This design comes from an exercise in tuning for small area, a short achievable clock period and few clock cycles on the open sky130 flow, not from production work.
Only simulation tests tie the RTL to the original design; equivalence was not proved.

==> 03-21: inputs <==
==> flow/design.v <==
module fce_engine (
    input  wire         clk,
    input  wire         rst,         
    input  wire         start,       
    input  wire         dir,         
    input  wire         var_vb,      
    input  wire [5:0]   len,         
    input  wire [31:0]  rounds,      
    input  wire [127:0] key,         
    input  wire [255:0] buf_in,      
    output wire         busy,
    output reg          done,        
    output reg          err,
    output reg  [2:0]   errcode,
    output wire [255:0] buf_out
);
    localparam [31:0] DELTA   = 32'h9E3779B9;
    localparam [5:0]  BUF_CAP = 6'd32;
    localparam [2:0] ERR_NONE       = 3'd0;
    localparam [2:0] ERR_BLOCK_LEN  = 3'd2;
    localparam [2:0] ERR_TOO_LARGE  = 3'd3;
    localparam [2:0] ERR_BUFFER_LEN = 3'd5;
    localparam [1:0] S_IDLE = 2'd0;
    localparam [1:0] S_PREP = 2'd1;    
    localparam [1:0] S_RUN  = 2'd2;
    localparam [1:0] S_POST = 2'd3;    
    reg [1:0]   state;
    reg         dir_r;
    reg         vb_r;
    reg         ph;          
    reg [3:0]   nw_r;        
    reg [2:0]   p;           
    reg [31:0]  acc;
    reg [31:0]  tgt;         
    reg [31:0]  zr;          
    reg [31:0]  yr;          
    reg [31:0]  kw [0:3];
    reg [31:0]  kk;          
    reg [31:0]  w  [0:7];
    assign busy = (state != S_IDLE);
    genvar gi;
    generate
        for (gi = 0; gi < 8; gi = gi + 1) begin : g_out
            assign buf_out[32*gi +: 32] = w[gi];
        end
    endgenerate
    wire [3:0] nw_in = len[5:2];
    reg [2:0] chk_code;
    always @(*) begin
        if (len > BUF_CAP)
            chk_code = ERR_TOO_LARGE;
        else if (!var_vb && (len[2:0] != 3'd0))
            chk_code = ERR_BUFFER_LEN;
        else if (var_vb && (len[1:0] != 2'd0))
            chk_code = ERR_BUFFER_LEN;
        else if (var_vb && (nw_in < 4'd2))
            chk_code = ERR_BLOCK_LEN;
        else
            chk_code = ERR_NONE;
    end
    reg [31:0] qd_in;
    always @(*) begin
        case (nw_in)
            4'd2:    qd_in = DELTA * 32'd32;
            4'd3:    qd_in = DELTA * 32'd23;
            4'd4:    qd_in = DELTA * 32'd19;
            4'd5:    qd_in = DELTA * 32'd16;
            4'd6:    qd_in = DELTA * 32'd14;
            4'd7:    qd_in = DELTA * 32'd13;
            default: qd_in = DELTA * 32'd12;
        endcase
    end
    wire fb_empty = (nw_in == 4'd0) || (rounds == 32'd0);
    reg [31:0] dd;
    always @(*) begin
        case (tgt[31:28])
            4'h0: dd = 32'h00000000;
            4'h1: dd = 32'h9e3779b9;
            4'h2: dd = 32'h3c6ef372;
            4'h3: dd = 32'hdaa66d2b;
            4'h4: dd = 32'h78dde6e4;
            4'h5: dd = 32'h1715609d;
            4'h6: dd = 32'hb54cda56;
            4'h7: dd = 32'h5384540f;
            4'h8: dd = 32'hf1bbcdc8;
            4'h9: dd = 32'h8ff34781;
            4'ha: dd = 32'h2e2ac13a;
            4'hb: dd = 32'hcc623af3;
            4'hc: dd = 32'h6a99b4ac;
            4'hd: dd = 32'h08d12e65;
            4'he: dd = 32'ha708a81e;
            default: dd = 32'h454021d7;
        endcase
    end
    wire [2:0] last   = nw_r[2:0] - 3'd1;
    wire [2:0] p_inc  = (p == last) ? 3'd0 : p + 3'd1;
    wire [2:0] p_dec  = (p == 3'd0) ? last : p - 3'd1;
    wire [2:0] p_inc2 = (p_inc == last) ? 3'd0 : p_inc + 3'd1;
    wire [2:0] p_dec2 = (p_dec == 3'd0) ? last : p_dec - 3'd1;
    wire       prep = (state == S_PREP);
    wire [2:0] pv = prep ? (dir_r ? 3'd0 : last) : (vb_r ? p : 3'd0);
    wire [2:0] pf = prep ? (dir_r ? p_dec : p_inc) : (dir_r ? p_dec2 : p_inc2);
    wire [31:0] rd_v = w[pv];
    wire [31:0] rd_f = w[pf];
    wire [31:0] dm   = {32{dir_r}};
    wire [31:0] s2;
    padd u_s2 (.a(acc ^ yr), .b(kk ^ zr), .ci(1'b0), .s(s2));
    wire [31:0] s2x = s2 ^ dm;
    wire [31:0] w1 = w[1];
    wire [31:0] s1, f0, new0;
    padd u_s1 (.a((zr >> 5) ^ (yr << 2)), .b((yr >> 3) ^ (zr << 4)), .ci(1'b0), .s(s1));
    padd u_f0 (.a((w1 << 4) ^ (w1 >> 5)), .b(w1), .ci(1'b0), .s(f0));
    padd u_n0 (.a(rd_v), .b((vb_r ? s1 : f0) ^ s2x), .ci(dir_r), .s(new0));
    wire        swz   = vb_r && dir_r;
    wire [31:0] nx_a  = prep ? rd_v : new0;
    wire [31:0] nx_b  = prep ? rd_f : ((nw_r == 4'd2) ? new0 : rd_f);
    wire [31:0] lnew [0:3];
    assign lnew[0] = new0;
    generate
        for (gi = 1; gi < 4; gi = gi + 1) begin : g_lane
            wire [31:0] wp = w[2*gi];
            wire [31:0] wq = w[2*gi+1];
            wire [31:0] f, sm;
            padd u_f (.a((wq << 4) ^ (wq >> 5)), .b(wq), .ci(1'b0), .s(f));
            padd u_n (.a(wp), .b(f ^ s2x), .ci(dir_r), .s(sm));
            assign lnew[gi] = sm;
        end
    endgenerate
    wire [31:0] acc_step;
    padd u_acc (.a(prep ? {acc[27:0], 4'd0} : acc), .b(prep ? dd : DELTA ^ dm),
                .ci(dir_r && !prep), .s(acc_step));
    wire [31:0] cmp_v    = (!vb_r && dir_r) ? 32'd0 : tgt;
    wire        acc_hit  = (acc == cmp_v);
    wire        tgt_one  = (tgt == 32'd1);
    wire [31:0] tgt_dec  = tgt - 32'd1;
    wire vb_round_end = dir_r ? (p == 3'd0) : (p == last);
    reg  [2:0]  p_n;
    reg         ph_n;
    reg  [31:0] acc_n;
    always @(*) begin
        p_n   = p;
        ph_n  = ph;
        acc_n = acc;
        if (prep) begin
            if (!vb_r)
                acc_n = acc_step;
        end else if (vb_r) begin
            if (vb_round_end) begin
                acc_n = acc_step;
                p_n   = dir_r ? last : 3'd0;
            end else begin
                p_n   = dir_r ? p - 3'd1 : p + 3'd1;
            end
        end else begin
            ph_n = ~ph;
            if (!ph)
                acc_n = acc_step;
        end
    end
    wire [1:0] ksel_n = vb_r ? (p_n[1:0] ^ acc_n[3:2])
                             : ((ph_n == dir_r) ? acc_n[1:0] : acc_n[12:11]);
    integer j;
    always @(posedge clk) begin
        if (rst) begin
            state   <= S_IDLE;
            done    <= 1'b0;
            err     <= 1'b0;
            errcode <= ERR_NONE;
        end else begin
            done <= 1'b0;
            if (state != S_IDLE)
                kk <= kw[ksel_n];
            case (state)
                S_IDLE: begin
                    if (start) begin
                        dir_r <= dir;
                        vb_r  <= var_vb;
                        nw_r  <= nw_in;
                        for (j = 0; j < 4; j = j + 1)
                            kw[j] <= key[32*j +: 32];
                        kk <= key[31:0];
                        zr <= 32'd0;
                        yr <= 32'd0;
                        ph <= 1'b0;
                        p  <= (dir && var_vb) ? nw_in[2:0] - 3'd1 : 3'd0;
                        if (var_vb) begin
                            acc <= dir ? qd_in : DELTA;
                            tgt <= dir ? DELTA : qd_in;
                        end else begin
                            acc <= 32'd0;
                            tgt <= rounds;
                        end
                        err     <= (chk_code != ERR_NONE);
                        errcode <= chk_code;
                        for (j = 0; j < 8; j = j + 1)
                            w[j] <= (chk_code != ERR_NONE || j < nw_in) ? buf_in[32*j +: 32] : 32'd0;
                        if (chk_code != ERR_NONE)
                            done <= 1'b1;
                        else if (var_vb)
                            state <= S_PREP;
                        else if (fb_empty)
                            done <= 1'b1;
                        else
                            state <= dir ? S_PREP : S_RUN;
                    end
                end
                S_PREP: begin
                    if (vb_r) begin
                        state <= S_RUN;
                        zr <= swz ? nx_b : nx_a;
                        yr <= swz ? nx_a : nx_b;
                    end else begin
                        acc <= acc_step;
                        tgt <= {tgt[27:0], 4'd0};
                        p   <= p + 3'd1;
                        if (p == 3'd7) begin
                            state <= S_RUN;
                            for (j = 0; j < 4; j = j + 1) begin
                                w[2*j]   <= w[2*j+1];
                                w[2*j+1] <= w[2*j];
                            end
                        end
                    end
                end
                S_POST: begin
                    state <= S_IDLE;
                    done  <= 1'b1;
                    for (j = 0; j < 4; j = j + 1) begin
                        w[2*j]   <= w[2*j+1];
                        w[2*j+1] <= w[2*j];
                    end
                end
                S_RUN: begin
                    if (vb_r) begin
                        w[p] <= new0;
                        zr   <= swz ? nx_b : nx_a;
                        yr   <= swz ? nx_a : nx_b;
                        if (vb_round_end) begin
                            acc <= acc_step;
                            p   <= dir_r ? last : 3'd0;
                            if (acc_hit) begin
                                state <= S_IDLE;
                                done  <= 1'b1;
                            end
                        end else begin
                            p <= dir_r ? p - 3'd1 : p + 3'd1;
                        end
                    end else begin
                        for (j = 0; j < 4; j = j + 1) begin
                            if (2 * j < nw_r) begin
                                w[2*j]   <= w[2*j+1];
                                w[2*j+1] <= lnew[j];
                            end
                        end
                        ph <= ~ph;
                        if (!ph) begin
                            acc <= acc_step;
                        end else if (dir_r) begin
                            if (acc_hit)
                                state <= S_POST;
                        end else begin
                            tgt <= tgt_dec;
                            if (tgt_one) begin
                                state <= S_IDLE;
                                done  <= 1'b1;
                            end
                        end
                    end
                end
                default: state <= S_IDLE;
            endcase
        end
    end
endmodule
module padd (
    input  wire [31:0] a,
    input  wire [31:0] b,
    input  wire        ci,
    output wire [31:0] s
);
    wire [31:0] g0 = a & b;
    wire [31:0] p0 = a ^ b;
    wire [31:0] g [0:5];
    wire [31:0] p [0:5];
    assign g[0] = {g0[31:1], g0[0] | (p0[0] & ci)};
    assign p[0] = p0;
    genvar l, i;
    generate
        for (l = 0; l < 5; l = l + 1) begin : lv
            for (i = 0; i < 32; i = i + 1) begin : bt
                if ((i >> l) & 1) begin : op
                    localparam integer J = ((i >> l) << l) - 1;
                    assign g[l+1][i] = g[l][i] | (p[l][i] & g[l][J]);
                    assign p[l+1][i] = p[l][i] & p[l][J];
                end else begin : pass
                    assign g[l+1][i] = g[l][i];
                    assign p[l+1][i] = p[l][i];
                end
            end
        end
    endgenerate
    assign s = p0 ^ {g[5][30:0], ci};
endmodule
==> flow/run.sh <==
#!/bin/bash
# synth_recipe.tcl (not shown) runs the flow's synth.tcl, then flattens the netlist and writes it again
# the make line also repeats each setting of config.mk as NAME=value (left out here)
make -C /OpenROAD-flow-scripts/flow DESIGN_CONFIG=/design/flow/config.mk WORK_HOME=/design/flow/orfs CLKGATE_MAP_FILE= SYNTH_SCRIPT=/design/flow/synth_recipe.tcl finish
==> flow/config.mk <==
export PLATFORM = sky130hd
export DESIGN_NAME = fce_engine
export DESIGN_NICKNAME = fce_engine
export VERILOG_FILES = /design/flow/design.v
export SDC_FILE = /design/flow/constraint.sdc
export NUM_CORES = 4
export LEC_CHECK = 0
export CAP_MARGIN = 20
export CORE_MARGIN = 2
export CORE_UTILIZATION = 40
export SETUP_SLACK_MARGIN = 5
export SLEW_MARGIN = 20
==> flow/constraint.sdc <==
create_clock -name core_clock -period 13.0 [get_ports {clk}]
set_input_delay 2.6000 -clock core_clock [delete_from_list [all_inputs] [get_ports {clk}]]
set_output_delay 2.6000 -clock core_clock [all_outputs]
set_load 0.01 [all_outputs]
==> inputs of 07-25, as changes to 03-21 <==
==> flow/design.v, changed modules only <==
module fce_engine (
    input  wire         clk,
    input  wire         rst,         
    input  wire         start,       
    input  wire         dir,         
    input  wire         var_vb,      
    input  wire [5:0]   len,         
    input  wire [31:0]  rounds,      
    input  wire [127:0] key,         
    input  wire [255:0] buf_in,      
    output wire         busy,
    output reg          done,        
    output reg          err,
    output reg  [2:0]   errcode,
    output wire [255:0] buf_out
);
    localparam [31:0] DELTA   = 32'h9E3779B9;
    localparam [5:0]  BUF_CAP = 6'd32;
    localparam [2:0] ERR_NONE       = 3'd0;
    localparam [2:0] ERR_BLOCK_LEN  = 3'd2;
    localparam [2:0] ERR_TOO_LARGE  = 3'd3;
    localparam [2:0] ERR_BUFFER_LEN = 3'd5;
    localparam [1:0] S_IDLE = 2'd0;
    localparam [1:0] S_PREP = 2'd1;    
    localparam [1:0] S_RUN  = 2'd2;
    localparam [1:0] S_POST = 2'd3;    
    reg [1:0]   state;
    reg         dir_r;
    reg         vb_r;
    reg         ph;          
    reg         mf;          
    reg [3:0]   nw_r;        
    reg [2:0]   p;           
    reg [31:0]  acc;
    reg [31:0]  tgt;         
    reg [31:0]  rz;          
    reg [31:0]  nb;          
    reg [31:0]  kw [0:3];
    reg [31:0]  w  [0:7];
    assign busy = (state != S_IDLE);
    genvar gi;
    generate
        for (gi = 0; gi < 8; gi = gi + 1) begin : g_out
            assign buf_out[32*gi +: 32] = w[gi];
        end
    endgenerate
    wire [3:0] nw_in = len[5:2];
    reg [2:0] chk_code;
    always @(*) begin
        if (len > BUF_CAP)
            chk_code = ERR_TOO_LARGE;
        else if (!var_vb && (len[2:0] != 3'd0))
            chk_code = ERR_BUFFER_LEN;
        else if (var_vb && (len[1:0] != 2'd0))
            chk_code = ERR_BUFFER_LEN;
        else if (var_vb && (nw_in < 4'd2))
            chk_code = ERR_BLOCK_LEN;
        else
            chk_code = ERR_NONE;
    end
    reg [31:0] qd_in;
    always @(*) begin
        case (nw_in)
            4'd2:    qd_in = DELTA * 32'd32;
            4'd3:    qd_in = DELTA * 32'd23;
            4'd4:    qd_in = DELTA * 32'd19;
            4'd5:    qd_in = DELTA * 32'd16;
            4'd6:    qd_in = DELTA * 32'd14;
            4'd7:    qd_in = DELTA * 32'd13;
            default: qd_in = DELTA * 32'd12;
        endcase
    end
    wire fb_empty = (nw_in == 4'd0) || (rounds == 32'd0);
    wire [31:0] md = tgt * DELTA;    
    wire [2:0] last   = nw_r[2:0] - 3'd1;
    wire [2:0] p_inc  = (p == last) ? 3'd0 : p + 3'd1;
    wire [2:0] p_dec  = (p == 3'd0) ? last : p - 3'd1;
    wire [2:0] p_inc2 = (p_inc == last) ? 3'd0 : p_inc + 3'd1;
    wire [2:0] p_dec2 = (p_dec == 3'd0) ? last : p_dec - 3'd1;
    wire       prep = (state == S_PREP);
    wire [2:0] pv = prep ? (dir_r ? 3'd0 : last) : (vb_r ? p : 3'd0);
    wire [2:0] pf = prep ? (dir_r ? p_dec : p_inc) : (dir_r ? p_dec2 : p_inc2);
    wire [31:0] rd_v = w[pv];
    wire [31:0] rd_f = w[pf];
    wire        upd_v0 = (ph == dir_r);
    wire [1:0]  ksel = vb_r ? (p[1:0] ^ acc[3:2]) : (upd_v0 ? acc[1:0] : acc[12:11]);
    wire [31:0] kk   = kw[ksel];
    wire [31:0] dm   = {32{dir_r}};
    wire [31:0] z0 = (vb_r && dir_r) ? nb : rz;
    wire [31:0] y0 = (vb_r && dir_r) ? rz : nb;
    wire [31:0] a1 = (z0 >> 5) ^ (vb_r ? (y0 << 2) : (z0 << 4));
    wire [31:0] b1 = vb_r ? ((y0 >> 3) ^ (z0 << 4)) : z0;
    wire [31:0] s1, s2, new0;
    padd u_s1 (.a(a1), .b(b1), .ci(1'b0), .s(s1));
    padd u_s2 (.a(acc ^ (vb_r ? y0 : 32'd0)), .b(kk ^ (vb_r ? z0 : 32'd0)), .ci(1'b0), .s(s2));
    padd u_n0 (.a(rd_v), .b((s1 ^ s2) ^ dm), .ci(dir_r), .s(new0));
    wire [31:0] lnew [0:3];
    assign lnew[0] = new0;
    generate
        for (gi = 1; gi < 4; gi = gi + 1) begin : g_lane
            wire [31:0] wp = w[2*gi];
            wire [31:0] wq = w[2*gi+1];
            wire [31:0] f, sm;
            padd u_f (.a((wq << 4) ^ (wq >> 5)), .b(wq), .ci(1'b0), .s(f));
            padd u_n (.a(wp), .b((f ^ s2) ^ dm), .ci(dir_r), .s(sm));
            assign lnew[gi] = sm;
        end
    endgenerate
    wire [31:0] acc_step;
    padd u_acc (.a(acc), .b(DELTA ^ dm), .ci(dir_r), .s(acc_step));
    wire [31:0] cmp_v    = (!vb_r && dir_r) ? 32'd0 : tgt;
    wire        acc_hit  = (acc == cmp_v);
    wire vb_round_end = dir_r ? (p == 3'd0) : (p == last);
    integer j;
    always @(posedge clk) begin
        if (rst) begin
            state   <= S_IDLE;
            done    <= 1'b0;
            err     <= 1'b0;
            errcode <= ERR_NONE;
        end else begin
            done <= 1'b0;
            case (state)
                S_IDLE: begin
                    if (start) begin
                        dir_r <= dir;
                        vb_r  <= var_vb;
                        nw_r  <= nw_in;
                        for (j = 0; j < 4; j = j + 1)
                            kw[j] <= key[32*j +: 32];
                        ph <= 1'b0;
                        mf <= !dir;
                        p  <= dir ? nw_in[2:0] - 3'd1 : 3'd0;
                        rz <= buf_in[63:32];
                        if (var_vb) begin
                            acc <= dir ? qd_in : DELTA;
                            tgt <= dir ? DELTA : qd_in;
                        end else begin
                            acc <= 32'd0;
                            tgt <= rounds;
                        end
                        err     <= (chk_code != ERR_NONE);
                        errcode <= chk_code;
                        for (j = 0; j < 8; j = j + 1)
                            w[j] <= (chk_code != ERR_NONE || j < nw_in) ? buf_in[32*j +: 32] : 32'd0;
                        if (chk_code != ERR_NONE)
                            done <= 1'b1;
                        else if (var_vb)
                            state <= S_PREP;
                        else if (fb_empty)
                            done <= 1'b1;
                        else
                            state <= dir ? S_PREP : S_RUN;
                    end
                end
                S_PREP: begin
                    state <= S_RUN;
                    rz <= rd_v;
                    nb <= rd_f;
                    if (!vb_r) begin
                        acc <= md;
                        tgt <= md;
                        for (j = 0; j < 4; j = j + 1) begin
                            w[2*j]   <= w[2*j+1];
                            w[2*j+1] <= w[2*j];
                        end
                    end
                end
                S_POST: begin
                    state <= S_IDLE;
                    done  <= 1'b1;
                    for (j = 0; j < 4; j = j + 1) begin
                        w[2*j]   <= w[2*j+1];
                        w[2*j+1] <= w[2*j];
                    end
                end
                S_RUN: begin
                    rz <= new0;
                    if (vb_r) begin
                        w[p] <= new0;
                        nb   <= (nw_r == 4'd2) ? new0 : rd_f;
                        if (vb_round_end) begin
                            acc <= acc_step;
                            p   <= dir_r ? last : 3'd0;
                            if (acc_hit) begin
                                state <= S_IDLE;
                                done  <= 1'b1;
                            end
                        end else begin
                            p <= dir_r ? p - 3'd1 : p + 3'd1;
                        end
                    end else begin
                        for (j = 0; j < 4; j = j + 1) begin
                            if (2 * j < nw_r) begin
                                w[2*j]   <= w[2*j+1];
                                w[2*j+1] <= lnew[j];
                            end
                        end
                        mf <= 1'b0;
                        if (mf)
                            tgt <= md;
                        ph <= ~ph;
                        if (!ph) begin
                            acc <= acc_step;
                        end else if (acc_hit) begin
                            if (dir_r) begin
                                state <= S_POST;
                            end else begin
                                state <= S_IDLE;
                                done  <= 1'b1;
                            end
                        end
                    end
                end
                default: state <= S_IDLE;
            endcase
        end
    end
endmodule
SETUP_SLACK_MARGIN = not set   (was 5)
==> inputs of 11-13, as changes to 03-21 <==
==> flow/flow/run.sh (new file) <==
#!/bin/bash
set -euo pipefail
bash standard.sh SETUP_SLACK_MARGIN=7 \
    "BUFFER_PORTS_ARGS=-buffer_cell sky130_fd_sc_hd__buf_1" finish > orfs_make.log 2>&1
==> flow/standard.sh (new file) <==
#!/bin/bash
# synth_recipe.tcl (not shown) runs the flow's synth.tcl, then flattens the netlist and writes it again
# the make line also repeats each setting of config.mk as NAME=value (left out here)
make -C /OpenROAD-flow-scripts/flow DESIGN_CONFIG=/design/flow/config.mk WORK_HOME=/design/flow/orfs CLKGATE_MAP_FILE= SYNTH_SCRIPT=/design/flow/synth_recipe.tcl "${@:-finish}"
SETUP_SLACK_MARGIN = not set   (was 5)
removed: flow/run.sh
==> inputs of 08-06, as changes to 03-21 <==
--- a/flow/design.v
+++ b/flow/design.v
@@ -71,6 +71,8 @@
         endcase
     end
     wire fb_empty = (nw_in == 4'd0) || (rounds == 32'd0);
+    wire        m_lt16 = (rounds[31:16] == 16'd0);
+    wire        m_lt8  = m_lt16 && (rounds[15:8] == 8'd0);
     reg [31:0] dd;
     always @(*) begin
         case (tgt[31:28])
@@ -182,13 +184,21 @@
                         zr <= 32'd0;
                         yr <= 32'd0;
                         ph <= 1'b0;
-                        p  <= (dir && var_vb) ? nw_in[2:0] - 3'd1 : 3'd0;
+                        if (var_vb)
+                            p <= dir ? nw_in[2:0] - 3'd1 : 3'd0;
+                        else
+                            p <= !dir ? 3'd0 : m_lt8 ? 3'd6 : m_lt16 ? 3'd4 : 3'd0;
                         if (var_vb) begin
                             acc <= dir ? qd_in : DELTA;
                             tgt <= dir ? DELTA : qd_in;
                         end else begin
                             acc <= 32'd0;
-                            tgt <= rounds;
+                            if (dir && m_lt8)
+                                tgt <= {rounds[7:0], 24'd0};
+                            else if (dir && m_lt16)
+                                tgt <= {rounds[15:0], 16'd0};
+                            else
+                                tgt <= rounds;
                         end
                         err     <= (chk_code != ERR_NONE);
                         errcode <= chk_code;
==> flow/flow/run.sh (new file) <==
#!/bin/bash
set -euo pipefail
bash standard.sh SETUP_SLACK_MARGIN=7 \
    "BUFFER_PORTS_ARGS=-buffer_cell sky130_fd_sc_hd__buf_1" finish > orfs_make.log 2>&1
==> flow/standard.sh (new file) <==
#!/bin/bash
# synth_recipe.tcl (not shown) runs the flow's synth.tcl, then flattens the netlist and writes it again
# the make line also repeats each setting of config.mk as NAME=value (left out here)
make -C /OpenROAD-flow-scripts/flow DESIGN_CONFIG=/design/flow/config.mk WORK_HOME=/design/flow/orfs CLKGATE_MAP_FILE= SYNTH_SCRIPT=/design/flow/synth_recipe.tcl "${@:-finish}"
CORE_UTILIZATION = 50   (was 40)
SETUP_SLACK_MARGIN = not set   (was 5)
removed: flow/run.sh
==> impl_metrics.py <==
metrics = {
    "global_route": {
        "grt_antenna_before_repair": 18,
        "grt_util_met2_pct": 59.43,
    },
    "run_status": {
        "status": "timing/DRC/antenna clean",
    },
    "sta": {
        "rsz_0062_raised_after_global_routing": "no",
    },
}
-- figures above: 03-21

==> impl_metrics.py <==
metrics = {
    "layout": {
        "finish.cell_count_without_fillers": 7948,
        "multi_input_gate_area_in_the_final_layout_um2": 35820,
    },
    "run_status": {
        "status": "timing/DRC/antenna clean",
    },
    "floorplan": {
        "taps": 1391,
    },
    "global_route": {
        "grt_util_met2_pct": 67.89,
    },
    "setup_path": {
        "crit_path_start_kind": "flop",
    },
}
-- figures above: 08-06

==> impl_metrics.py <==
metrics = {
    "setup_path": {
        "setup.reg_to_reg.worst_slack_ns": 2.58,
    },
    "sta": {
        "rsz_0062_raised_after_global_routing": "no",
    },
    "global_route": {
        "grt_util_met2_pct": 63.56,
        "grt_antenna_before_repair": 40,
    },
    "run_status": {
        "status": "timing/DRC/antenna clean",
    },
    "layout": {
        "postLayoutCellArea_um2": 69320,
        "drive_gt1_share_pct": 7.809,
    },
    "clock_tree": {
        "cts-root-to-sink-buffers": 3,
    },
}
-- figures above: 07-25

==> impl_metrics.py <==
metrics = {
    "run_status": {
        "status": "timing/DRC/antenna clean",
    },
    "setup_path": {
        "worst-path-max-fanout": 3,
    },
    "sta": {
        "rsz_0062_raised_after_global_routing": "yes",
    },
    "global_route": {
        "grt_antenna_before_repair": 11,
        "grt_util_met2_pct": 56.74,
    },
}
-- figures above: 11-13

Testbench counts of 03-21, summed over its fixed seeds: cycles 107,159.
Testbench counts of 07-25, summed over its fixed seeds: cycles 105,087.
Testbench counts of 11-13, summed over its fixed seeds: cycles 107,159.
Testbench counts of 08-06, summed over its fixed seeds: cycles 105,383.

## static timing again, ports no longer ideal
How much do the figures lean on ideal ports? The routed layouts below were timed once more, with nothing changed but the port constraints. Step 1, drivers: a clkbuf_16 drives clk and a buf_2 each remaining input, both assumed. Step 2 times the ports against the registers' clock, not the clock port: input delays grow and output delays shrink by t, the midpoint of the rising clock arrivals with the driver on. Three values: no drivers, after step 1, after step 2; two values: the first two.
| run | t, ns | slack for setup (ns) | worst setup path after step 2 | pins driven straight from the clock port |
|---|---|---|---|---|
| 03-21 | 0.765 | 5.164 / 5.164 / 5.164 | register to register | 1 |
| 07-25 | 0.784 | 2.580 / 2.580 / 2.580 | register to register | 1 |
| 11-13 | 0.780 | 6.670 / 6.670 / 5.977 | input to register | 1 |
| 08-06 | 0.768 | 6.819 / 6.819 / 6.328 | input to register | 1 |
After both steps every run listed still meets setup and hold. For 11-13, which loses most, drivers alone change the setup slack by 0.000 ns; drivers and shift together by -0.693 ns.
